This design comes from an exercise in tuning for small area, a short achievable clock period and few clock cycles per item on the open sky130 flow, not from production work. At most, simulation tests tie the RTL to the original design; equivalence was not proved. Power and IR drop assume default switching activity. The flow treats the clock pin as an ideal source, which a real chip does not have.

==> flow/design.v (excerpt) <==
module rpa_pkt #(
    parameter N = 128,     
    parameter B = 5000     
) (
    input             clk,
    input             rst,
    input             p_req_valid,
    output            p_req_ready,
    input      [31:0] p_req_data,
    output reg        p_rsp_valid,
    output reg [2:0]  p_rsp_status,
    input             c_req_valid,
    output reg        c_req_ready,
    input      [31:0] c_req_data,
    output reg        c_rsp_valid,
    output reg [2:0]  c_rsp_status,
    output reg        tx_enable,
    input             tx_ready,
    output            tx_send,
    output reg [7:0]  tx_data,
    input             tx_complete,
    input             rx_avail,
    output            rx_take,
    input      [7:0]  rx_data,
    input      [7:0]  ts_in
);
export LEC_CHECK = 0
export ABC_CLOCK_PERIOD_IN_PS = 4000
export CAP_MARGIN = 20
export CORE_MARGIN = 2
export CORE_UTILIZATION = 60
export CTS_BUF_LIST = sky130_fd_sc_hd__clkbuf_16
export CTS_CLUSTER_DIAMETER = 84
export CTS_CLUSTER_SIZE = 32
export SLEW_MARGIN = 20
export SYNTH_MEMORY_MAX_BITS = 8192
create_clock -name core_clock -period 10.0 [get_ports {clk}]
standard.sh (not shown) runs the stock make flow with config.mk's settings and CLKGATE_MAP_FILE= SYNTH_SCRIPT=/design/flow/synth_recipe.tcl, a recipe that flattens the netlist after the stock synthesis.
==> flow/flow/run.sh <==
#!/bin/bash
# Standard synthesis unchanged, then the standard layout with a larger
# setup slack margin for the timing repair after CTS and global routing, and
# the smallest buffer as the port buffer (timing repair sizes it up where needed).
set -euo pipefail
MARGIN=${MARGIN:-5.6}
bash standard.sh synth > synth.log 2>&1
sed "s/CLKGATE_MAP_FILE= /CLKGATE_MAP_FILE= SETUP_SLACK_MARGIN=$MARGIN 'BUFFER_PORTS_ARGS=-buffer_cell sky130_fd_sc_hd__buf_1' /" standard.sh > standard_margin.sh
bash standard_margin.sh finish > layout.log 2>&1
Change:
--- a/flow/design.v
+++ b/flow/design.v
@@ -163,19 +163,19 @@
     reg          fl_cpop_c;       
     reg          fl_chkpop;       
     reg          fl_ppoll;        
     reg          p_rdy;           
     reg          p_inpush;        
     wire c_poll  = fl_cpoll_i || (fl_cpoll_c && tx_complete);
     wire p_poll  = fl_ppoll && !c_poll;
     assign rx_take = c_poll || fl_ppoll;
     wire taken   = rx_take && rx_avail;
-    wire rx_cmd  = rx_avail && !rx_data[7] && rx_data[6] && !rx_data[5] && rx_data[4];
+    wire rx_cmd  = rx_avail && !rx_data[7] && rx_data[6];
     wire pop_imm = (fl_cpop_i || (fl_cpop_c && tx_complete)) && !rx_cmd;
     wire pop     = pop_imm || fl_chkpop;
     assign tx_send = tx_ready && (fl_ts || (fl_cpop_c && tx_complete)) && !(rx_cmd && fl_tu);
     wire cmd_start;
     wire cmd_reset;
     rpa_cmd_gate u_gate (
         .taken     (taken),
         .byte_in   (rx_data),
         .cmd_start (cmd_start),
Count of clock-buffer cells in the layout stays the same.
Sequential share of layout area climbs by 0.20 points.
Global-route usage rose by 0.10 points.
Clock power rose by about 2%.
Hold slack gets worse by 15 ps.
Sequential power went down by about 2%.
Via count drops by 1.5%.
Utilization is about the same.
Final area barely changes.
Setup slack improved by 12 ps.
Wire length came out lower by 1.4%.
Non-clock buffer count is lower by 1.
Testbench counts after the change, summed over its fixed seeds: cycles 13,730, items 1,920.
No functional check of the RTL was part of the first run of this note.

* * *

Another version of the RTL of rpa_pkt (not shown whole).
Size in the first run: ~5200 flip-flops, about 120000 µm² of cells after synthesis.
Settings: LEC_CHECK=0, ABC_CLOCK_PERIOD_IN_PS=4000, CAP_MARGIN=20, CORE_MARGIN=2, CORE_UTILIZATION=60, CTS_BUF_LIST=sky130_fd_sc_hd__clkbuf_16, CTS_CLUSTER_DIAMETER=80, CTS_CLUSTER_SIZE=30, SLEW_MARGIN=20, SYNTH_HIERARCHICAL=1, SYNTH_MEMORY_MAX_BITS=8192, SYNTH_MINIMUM_KEEP_SIZE=0; clock period 10.0 ns.
==> flow/flow/run.sh <==
#!/bin/bash
# Standard synthesis unchanged, then the standard layout with a larger
# setup slack margin for the timing repair after CTS and global routing.
set -euo pipefail
MARGIN=${MARGIN:-5.6}
bash standard.sh synth > synth.log 2>&1
sed "s/CLKGATE_MAP_FILE= /CLKGATE_MAP_FILE= SETUP_SLACK_MARGIN=$MARGIN /" standard.sh > standard_margin.sh
bash standard_margin.sh finish > layout.log 2>&1
Rerun with:
--- a/flow/design.v
+++ b/flow/design.v
@@ -88,26 +88,26 @@
 );
     assign cmd_start = taken && (byte_in == 8'h53);
     assign cmd_reset = taken && (byte_in == 8'h52);
 endmodule
 module rpa_txgate (
     input  tx_ready,
     input  tx_complete,
     input  rx_avail,
-    input  fl_sendc,     
-    input  fl_cpop_i,    
+    input  fl_ts,        
     input  fl_cpop_c,    
+    input  fl_tu,        
     input  fl_cpoll_i,   
     input  fl_cpoll_c,   
     input  fl_ppoll,     
     output tx_send,
     output rx_take
 );
-    assign tx_send = tx_ready && (fl_sendc || (!rx_avail && (fl_cpop_i || (fl_cpop_c && tx_complete))));
+    assign tx_send = tx_ready && (fl_ts || (fl_cpop_c && tx_complete)) && !(rx_avail && fl_tu);
     assign rx_take = fl_ppoll || fl_cpoll_i || (fl_cpoll_c && tx_complete);
 endmodule
 module rpa_pkt #(
     parameter N = 128,     
     parameter B = 5000     
 ) (
     input             clk,
     input             rst,
@@ -169,16 +169,18 @@
     reg [2:0]    idx;             
     reg [BW-1:0] budget;
     reg [39:0]   e0, e1;
     reg          f0, f1;
     reg          cur;
     reg          fl_send;         
     reg          fl_last;         
     reg          fl_sendc;        
+    reg          fl_ts;           
+    reg          fl_tu;           
     reg          fl_cpoll_i;      
     reg          fl_cpoll_c;      
     reg          fl_cpop_i;       
     reg          fl_cpop_c;       
     reg          fl_chkpop;       
     reg          fl_ppoll;        
     reg          p_rdy;           
     reg          p_inpush;        
@@ -188,19 +190,19 @@
     wire taken   = rx_take_i && rx_avail;
     wire pop_imm = (fl_cpop_i || (fl_cpop_c && tx_complete)) && !rx_avail;
     wire pop     = pop_imm || fl_chkpop;
     wire tx_send_i = tx_ready && (fl_sendc || pop_imm);
     rpa_txgate u_txg (
         .tx_ready    (tx_ready),
         .tx_complete (tx_complete),
         .rx_avail    (rx_avail),
-        .fl_sendc    (fl_sendc),
-        .fl_cpop_i   (fl_cpop_i),
+        .fl_ts       (fl_ts),
         .fl_cpop_c   (fl_cpop_c),
+        .fl_tu       (fl_tu),
         .fl_cpoll_i  (fl_cpoll_i),
         .fl_cpoll_c  (fl_cpoll_c),
         .fl_ppoll    (fl_ppoll),
         .tx_send     (tx_send),
         .rx_take     (rx_take)
     );
     wire cmd_start;
     wire cmd_reset;
@@ -459,16 +461,21 @@
                     p_rsp_valid_n  = 1'b1;
                     p_rsp_status_n = (p_state == P_PUSH) ? ST_OK : p_status;
                     p_state_n      = P_IDLE;
                 end
             end
         endcase
     end
     wire cur_full_n = cur_n ? f1_n : f0_n;
+    wire fl_sendc_n  = (c_state_n == C_SEND) ||
+                       ((c_state_n == C_CHK) && gate_n && !used_z_n && !(c_first_n && c_mode_buf_n) && cur_full_n);
+    wire fl_cpop_c_n = (c_state_n == C_CMPL) && c_mode_buf_n && !used_z_n && cur_full_n && gate_n;
+    wire fl_cpop_i_n = ((c_state_n == C_POLL1) && init_n && !c_mode_buf_n && !used_z_n && cur_full_n && gate_n) ||
+                       ((c_state_n == C_LOOP) && !used_z_n && cur_full_n && gate_n);
     always @(posedge clk) begin
         e0 <= e0_n;
         e1 <= e1_n;
     end
     always @(posedge clk) begin
         if (rst) begin
             init         <= 1'b0;
             gate         <= 1'b0;
@@ -497,16 +504,18 @@
             p_rsp_valid  <= 1'b0;
             p_rsp_status <= ST_OK;
             p_rdy        <= 1'b1;
             p_inpush     <= 1'b0;
             tx_data      <= 8'd0;
             fl_send      <= 1'b0;
             fl_last      <= 1'b0;
             fl_sendc     <= 1'b0;
+            fl_ts        <= 1'b0;
+            fl_tu        <= 1'b0;
             fl_cpoll_i   <= 1'b0;
             fl_cpoll_c   <= 1'b0;
             fl_cpop_i    <= 1'b0;
             fl_cpop_c    <= 1'b0;
             fl_chkpop    <= 1'b0;
             fl_ppoll     <= 1'b0;
         end else begin
             init         <= init_n;
@@ -549,21 +558,21 @@
                 tx_data <= cur ? e1[39:32] : e0[39:32];
             else if (fl_last && !tx_send_i)
                 tx_data <= tx_data;
             else if (c_state_n == C_SEND)
                 tx_data <= (cur_n ? e1_n : e0_n) >> (8 * idx_n);
             else
                 tx_data <= (cur_n ? e1_n : e0_n) >> (8 * idx_start);
             fl_send    <= (c_state_n == C_SEND);
-            fl_sendc   <= (c_state_n == C_SEND) ||
-                          ((c_state_n == C_CHK) && gate_n && !used_z_n && !(c_first_n && c_mode_buf_n) && cur_full_n);
+            fl_sendc   <= fl_sendc_n;
             fl_cpoll_c <= (c_state_n == C_CMPL) && c_mode_buf_n && !used_z_n && cur_full_n;
-            fl_cpop_c  <= (c_state_n == C_CMPL) && c_mode_buf_n && !used_z_n && cur_full_n && gate_n;
+            fl_cpop_c  <= fl_cpop_c_n;
             fl_cpoll_i <= ((c_state_n == C_POLL1) && init_n && (c_mode_buf_n || used_z_n || cur_full_n)) ||
                           ((c_state_n == C_LOOP) && !used_z_n && cur_full_n);
-            fl_cpop_i  <= ((c_state_n == C_POLL1) && init_n && !c_mode_buf_n && !used_z_n && cur_full_n && gate_n) ||
-                          ((c_state_n == C_LOOP) && !used_z_n && cur_full_n && gate_n);
+            fl_cpop_i  <= fl_cpop_i_n;
+            fl_ts      <= fl_sendc_n || fl_cpop_i_n;
+            fl_tu      <= fl_cpop_i_n || fl_cpop_c_n;
             fl_chkpop  <= (c_state_n == C_CHK) && gate_n && !used_z_n && !(c_first_n && c_mode_buf_n) && cur_full_n;
             fl_ppoll   <= (p_state_n == P_POLL) && init_n;
         end
     end
 endmodule
=>
- first-iteration DRC count decreases by a few percent
- clock skew rose by 0.0056 ns
- area after synthesis goes up slightly
- fmax went up slightly
- utilization shrinks by 0.22 points
- global-route usage rises by 0.78 points
- clock power falls slightly
- worst hold slack hardly moves
- register-to-register slack loses 0.14 ns
No run of this note included a check of the RTL's function; only the layout flow was run.

[re-timing with driven ports]
The results above use ideal ports. As a check the final layouts listed here were re-extracted and re-timed, cells and wires unchanged.
Step 1, drivers: a clkbuf_16 drives clk and a buf_2 each remaining input, both assumed.
Step 2 times the ports against the registers' clock, not the clock port: input delays grow and output delays shrink by t, the midpoint of the rising clock arrivals with the driver on.
a / b / c = no drivers / after step 1 / after step 2; a / b = the first two.
run | t, ns | slack for setup (ns) | slew at the worst register clock pin (ns) | worst slew at a driven data input, ns | cell pins on the clock port's net
the first run of note 1 | 0.920 | 5.087 / 5.048 / 4.724 | 0.12 / 0.12 | 0.09 | 1
the second run of note 1 | 0.942 | 5.099 / 5.079 / 4.810 | 0.12 / 0.12 | 0.14 | 1
the first run of note 2 | 0.930 | 5.285 / 5.120 / 4.741 | 0.12 / 0.12 | 0.26 | 1
the second run of note 2 | 0.925 | 5.359 / 5.209 / 4.494 | 0.12 / 0.12 | 0.16 | 1
After both steps setup and hold are still met in every run listed. The setup slack of the second run of note 2, which loses most, moves by -0.150 ns with the drivers and by -0.865 ns with both steps.
